Source: an optimization exercise on an open RTL-to-GDS flow (aim: small area, a short achievable clock period and few clock cycles). Production flows keep margins and buffers that such runs may drop.
Only simulation tests tie the RTL to the original design; equivalence was not proved.

old:
==> module ark3_core, before the edit <==
module ark3_core (
    input  wire         clk,
    input  wire         rst,         
    input  wire         cmd_valid,
    output wire         cmd_ready,
    input  wire [31:0]  cmd_word,
    input  wire [191:0] cmd_data,
    output reg          done,
    output reg  [63:0]  result,
    output wire [15:0]  status
);
    localparam [7:0] OP_NOP     = 8'h00, OP_GFMUL  = 8'h01, OP_GFADD  = 8'h02,
                     OP_SBOX    = 8'h08, OP_SUB    = 8'h09, OP_PERM   = 8'h0A,
                     OP_MIX     = 8'h0B, OP_RT     = 8'h0C,
                     OP_BSETKEY = 8'h10, OP_BENC   = 8'h11, OP_BDEC   = 8'h12,
                     OP_CSETKEY = 8'h20, OP_CENC   = 8'h21, OP_CDEC   = 8'h22;
    localparam [3:0] E_NONE = 4'd0, E_ILLEGAL_OP = 4'd1, E_RSVD_FIELD = 4'd2,
                     E_BAD_INDEX = 4'd3, E_NO_KEY = 4'd4, E_NO_CFB = 4'd5,
                     E_UNIMPLEMENTED = 4'd6;
    reg [63:0]  kc;            
    reg [63:0]  ks;            
    reg         keyed;
    reg         cfb_rdy;
    reg [3:0]  kpos;
    reg [3:0]  err;
    reg         busy;
    reg [63:0]  xr;            
    reg [7:0]   abyte;         
    reg [3:0]   perr;          
    reg         c_mul, c_add, c_sbox, c_sub, c_perm, c_mix, c_rt;
    reg         c_bset, c_benc, c_cset, c_cenc, c_cdec;
    reg         cfb, regen;    
    assign cmd_ready = !rst && !busy;
    assign status    = {4'b0000, kpos, err, 1'b0, cfb_rdy, keyed, busy};
    wire [7:0]  op  = cmd_word[7:0];
    wire [3:0]  idx = cmd_word[11:8];
    wire [19:0] rsv = cmd_word[31:12];
    reg op_legal;
    always @* begin
        case (op)
            OP_NOP, OP_GFMUL, OP_GFADD, OP_SBOX, OP_SUB, OP_PERM, OP_MIX, OP_RT,
            OP_BSETKEY, OP_BENC, OP_BDEC, OP_CSETKEY, OP_CENC, OP_CDEC: op_legal = 1'b1;
            default: op_legal = 1'b0;
        endcase
    end
    reg [3:0] dec_err;
    always @* begin
        if (!op_legal)                                  dec_err = E_ILLEGAL_OP;
        else if (rsv != 20'd0)                          dec_err = E_RSVD_FIELD;
        else if (op != OP_SBOX && idx != 4'd0)          dec_err = E_RSVD_FIELD;
        else if (op == OP_SBOX && (idx == 4'd0 || idx > 4'd8)) dec_err = E_BAD_INDEX;
        else if (op == OP_BDEC)                         dec_err = E_UNIMPLEMENTED;
        else if (op == OP_BENC && !keyed)               dec_err = E_NO_KEY;
        else if ((op == OP_CENC || op == OP_CDEC) && !cfb_rdy) dec_err = E_NO_CFB;
        else                                            dec_err = E_NONE;
    end
    wire ok = (dec_err == E_NONE);
    wire [63:0] kc_in;
    ark3_kc u_kc (.k({xr, kc}), .y(kc_in));
    wire [7:0] opa = abyte;
    wire [7:0] mul_p;
    ark3_gmul u_gmul (.a(opa), .b(xr[15:8]), .p(mul_p));
    wire [63:0] sub_y, mix_y;
    wire [63:0] perm_y    = {xr[23:16], xr[63:56], xr[39:32], xr[15:8],
                             xr[55:48], xr[31:24], xr[7:0], xr[47:40]};
    wire [63:0] subperm_y = {sub_y[23:16], sub_y[63:56], sub_y[39:32], sub_y[15:8],
                             sub_y[55:48], sub_y[31:24], sub_y[7:0], sub_y[47:40]};
    ark3_subnet u_sub (.x(xr), .y(sub_y));
    ark3_mixnet u_mix (.x(c_rt ? subperm_y : xr), .y(mix_y));
    wire [63:0] enc_y;
    ark3_enc u_enc (.x(xr), .kc(kc), .y(enc_y));
    wire [63:0] kbuf    = regen ? enc_y : xr;
    wire [7:0]  cfb_out = opa ^ kbuf[63:56];
    wire [7:0]  cfb_fb  = c_cenc ? cfb_out : opa;
    reg [63:0] res_ok;
    always @* begin
        res_ok = 64'd0;
        if (c_mul)  res_ok = {56'd0, mul_p};
        if (c_add)  res_ok = {56'd0, opa ^ xr[15:8]};
        if (c_sbox) res_ok = {56'd0, mul_p ^ 8'h63};
        if (c_sub)  res_ok = sub_y;
        if (c_perm) res_ok = perm_y;
        if (c_mix | c_rt) res_ok = mix_y;
        if (c_benc) res_ok = enc_y;
        if (cfb)    res_ok = {56'd0, cfb_out};
    end
    always @(posedge clk) begin
        done <= 1'b0;
        if (!busy) begin
            abyte  <= cmd_data[7:0];
            if (op == OP_CENC || op == OP_CDEC)
                xr <= ks;
            else if (op == OP_BSETKEY || op == OP_CSETKEY)
                xr <= cmd_data[191:128];
            else
                xr <= {cmd_data[63:16],
                       (op == OP_SBOX) ? (8'hC0 ^ {4'h0, idx}) : cmd_data[15:8],
                       cmd_data[7:0]};
            perr   <= dec_err;
            c_mul  <= ok && op == OP_GFMUL;
            c_add  <= ok && op == OP_GFADD;
            c_sbox <= ok && op == OP_SBOX;
            c_sub  <= ok && op == OP_SUB;
            c_perm <= ok && op == OP_PERM;
            c_mix  <= ok && op == OP_MIX;
            c_rt   <= ok && op == OP_RT;
            c_bset <= ok && op == OP_BSETKEY;
            c_benc <= ok && op == OP_BENC;
            c_cset <= ok && op == OP_CSETKEY;
            c_cenc <= ok && op == OP_CENC;
            c_cdec <= ok && op == OP_CDEC;
            cfb    <= ok && (op == OP_CENC || op == OP_CDEC);
            regen  <= ok && (op == OP_CENC || op == OP_CDEC) && kpos[3];
            if (cmd_valid && ok && (op == OP_BSETKEY || op == OP_CSETKEY))
                kc  <= cmd_data[127:64];
            if (cmd_valid && ok && op == OP_CSETKEY)
                ks  <= cmd_data[63:0];
        end
        if (rst) begin
            busy    <= 1'b0;
            result  <= 64'd0;
            err     <= E_NONE;
            keyed   <= 1'b0;
            cfb_rdy <= 1'b0;
            kpos    <= 4'd8;
        end else if (!busy) begin
            busy   <= cmd_valid;
        end else begin
            busy   <= 1'b0;
            done   <= 1'b1;
            err    <= perr;
            result <= res_ok;
            if (c_bset | c_cset) begin
                kc      <= kc_in;
                keyed   <= 1'b1;
                cfb_rdy <= c_cset;
                if (c_cset) kpos <= 4'd8;
            end
            if (cfb) begin
                ks   <= {kbuf[55:0], cfb_fb};
                kpos <= regen ? 4'd1 : kpos + 4'd1;
            end
        end
    end
endmodule
export LEC_CHECK = 0
export CAP_MARGIN = 20
export CORE_MARGIN = 2
export CORE_UTILIZATION = 50
export PLACE_DENSITY = 0.65
export SETUP_SLACK_MARGIN = 5
export SLEW_MARGIN = 20
export SYNTH_HIERARCHICAL = 1
export SYNTH_MINIMUM_KEEP_SIZE = 0
create_clock -name core_clock -period 10.0 [get_ports {clk}]
standard.sh (not shown) runs the stock make flow with config.mk's settings and CLKGATE_MAP_FILE= SYNTH_SCRIPT=/design/flow/synth_recipe.tcl, a recipe that flattens the netlist after the stock synthesis.
==> flow/flow/run.sh <==
#!/bin/bash
# Standard ORFS layout (the standard.sh, synthesis unchanged) with two
# changes to how the layout is made:
#  - timing repair is asked to leave a larger setup slack, so that the achieved
#    period (the clock period less the setup slack) comes out shorter;
set -euo pipefail
bash standard.sh SETUP_SLACK_MARGIN=5.75 "BUFFER_PORTS_ARGS=-buffer_cell sky130_fd_sc_hd__buf_1" finish > orfs_flow.log 2>&1
Testbench counts of old, summed over its fixed seeds: cycles 5,624.
Here is what was changed in the inputs of new compared with old.
diff --git a/flow/design.v b/flow/design.v
--- a/flow/design.v
+++ b/flow/design.v
@@ -4381,34 +4381,4 @@
     always @(posedge clk) begin
         done <= 1'b0;
-        if (!busy) begin
-            abyte  <= cmd_data[7:0];
-            if (op == OP_CENC || op == OP_CDEC)
-                xr <= ks;
-            else if (op == OP_BSETKEY || op == OP_CSETKEY)
-                xr <= cmd_data[191:128];
-            else
-                xr <= {cmd_data[63:16],
-                       (op == OP_SBOX) ? (8'hC0 ^ {4'h0, idx}) : cmd_data[15:8],
-                       cmd_data[7:0]};
-            perr   <= dec_err;
-            c_mul  <= ok && op == OP_GFMUL;
-            c_add  <= ok && op == OP_GFADD;
-            c_sbox <= ok && op == OP_SBOX;
-            c_sub  <= ok && op == OP_SUB;
-            c_perm <= ok && op == OP_PERM;
-            c_mix  <= ok && op == OP_MIX;
-            c_rt   <= ok && op == OP_RT;
-            c_bset <= ok && op == OP_BSETKEY;
-            c_benc <= ok && op == OP_BENC;
-            c_cset <= ok && op == OP_CSETKEY;
-            c_cenc <= ok && op == OP_CENC;
-            c_cdec <= ok && op == OP_CDEC;
-            cfb    <= ok && (op == OP_CENC || op == OP_CDEC);
-            regen  <= ok && (op == OP_CENC || op == OP_CDEC) && kpos[3];
-            if (cmd_valid && ok && (op == OP_BSETKEY || op == OP_CSETKEY))
-                kc  <= cmd_data[127:64];
-            if (cmd_valid && ok && op == OP_CSETKEY)
-                ks  <= cmd_data[63:0];
-        end
         if (rst) begin
             busy    <= 1'b0;
@@ -4420,4 +4390,34 @@
         end else if (!busy) begin
             busy   <= cmd_valid;
+            begin : idle
+                abyte  <= cmd_data[7:0];
+                if (op == OP_CENC || op == OP_CDEC)
+                    xr <= ks;
+                else if (op == OP_BSETKEY || op == OP_CSETKEY)
+                    xr <= cmd_data[191:128];
+                else
+                    xr <= {cmd_data[63:16],
+                           (op == OP_SBOX) ? (8'hC0 ^ {4'h0, idx}) : cmd_data[15:8],
+                           cmd_data[7:0]};
+                perr   <= dec_err;
+                c_mul  <= ok && op == OP_GFMUL;
+                c_add  <= ok && op == OP_GFADD;
+                c_sbox <= ok && op == OP_SBOX;
+                c_sub  <= ok && op == OP_SUB;
+                c_perm <= ok && op == OP_PERM;
+                c_mix  <= ok && op == OP_MIX;
+                c_rt   <= ok && op == OP_RT;
+                c_bset <= ok && op == OP_BSETKEY;
+                c_benc <= ok && op == OP_BENC;
+                c_cset <= ok && op == OP_CSETKEY;
+                c_cenc <= ok && op == OP_CENC;
+                c_cdec <= ok && op == OP_CDEC;
+                cfb    <= ok && (op == OP_CENC || op == OP_CDEC);
+                regen  <= ok && (op == OP_CENC || op == OP_CDEC) && kpos[3];
+                if (cmd_valid && ok && (op == OP_BSETKEY || op == OP_CSETKEY))
+                    kc  <= cmd_data[127:64];
+                if (cmd_valid && ok && op == OP_CSETKEY)
+                    ks  <= cmd_data[63:0];
+            end
         end else begin
             busy   <= 1'b0;
## What came out
From old to new the numbers moved as follows: global placer's final weighted congestion went up by 0.019; wire length on met3 went down by 8.7%; basic-gate share of the synthesized area counting and, or, nand and nor cells went down by 0.95 points. new: area added between synthesis and finish 0.87 points above old. | met2 demand-to-capacity share in global routing | lower: new |. Diff old -> new: total die area up about 0.65%, worst-case hold slack now sits higher, via count of the first global-routing pass dropped 769, arithmetic-cell share of the synthesized area counting full adders, half adders and majority gates about even.
Testbench counts of new, summed over its fixed seeds: cycles 5,624.

==> static timing again, ports no longer ideal <==
Ports are ideal in the flow. The routed layouts listed here were re-timed in OpenROAD.
Step 1 assumes that a clkbuf_16 drives the clock port and a buf_2 every other input.
Step 2, shift: input delay + t, output delay - t, t = (earliest + latest rising clock arrival at the registers) / 2. This alone moves slack from input paths to output paths.
a / b / c = ideal ports / drivers / drivers and shift; a / b = the first two.
run	t, ns	slack for setup (ns)	worst register clock-pin slew, ns
old	0.665	5.511 / 5.511 / 5.229	0.07 / 0.07
new	0.696	5.511 / 5.479 / 5.155	0.07 / 0.07
After both steps setup and hold are still met in every run listed. The setup slack of new, which loses most, moves by -0.032 ns with the drivers and by -0.356 ns with both steps.
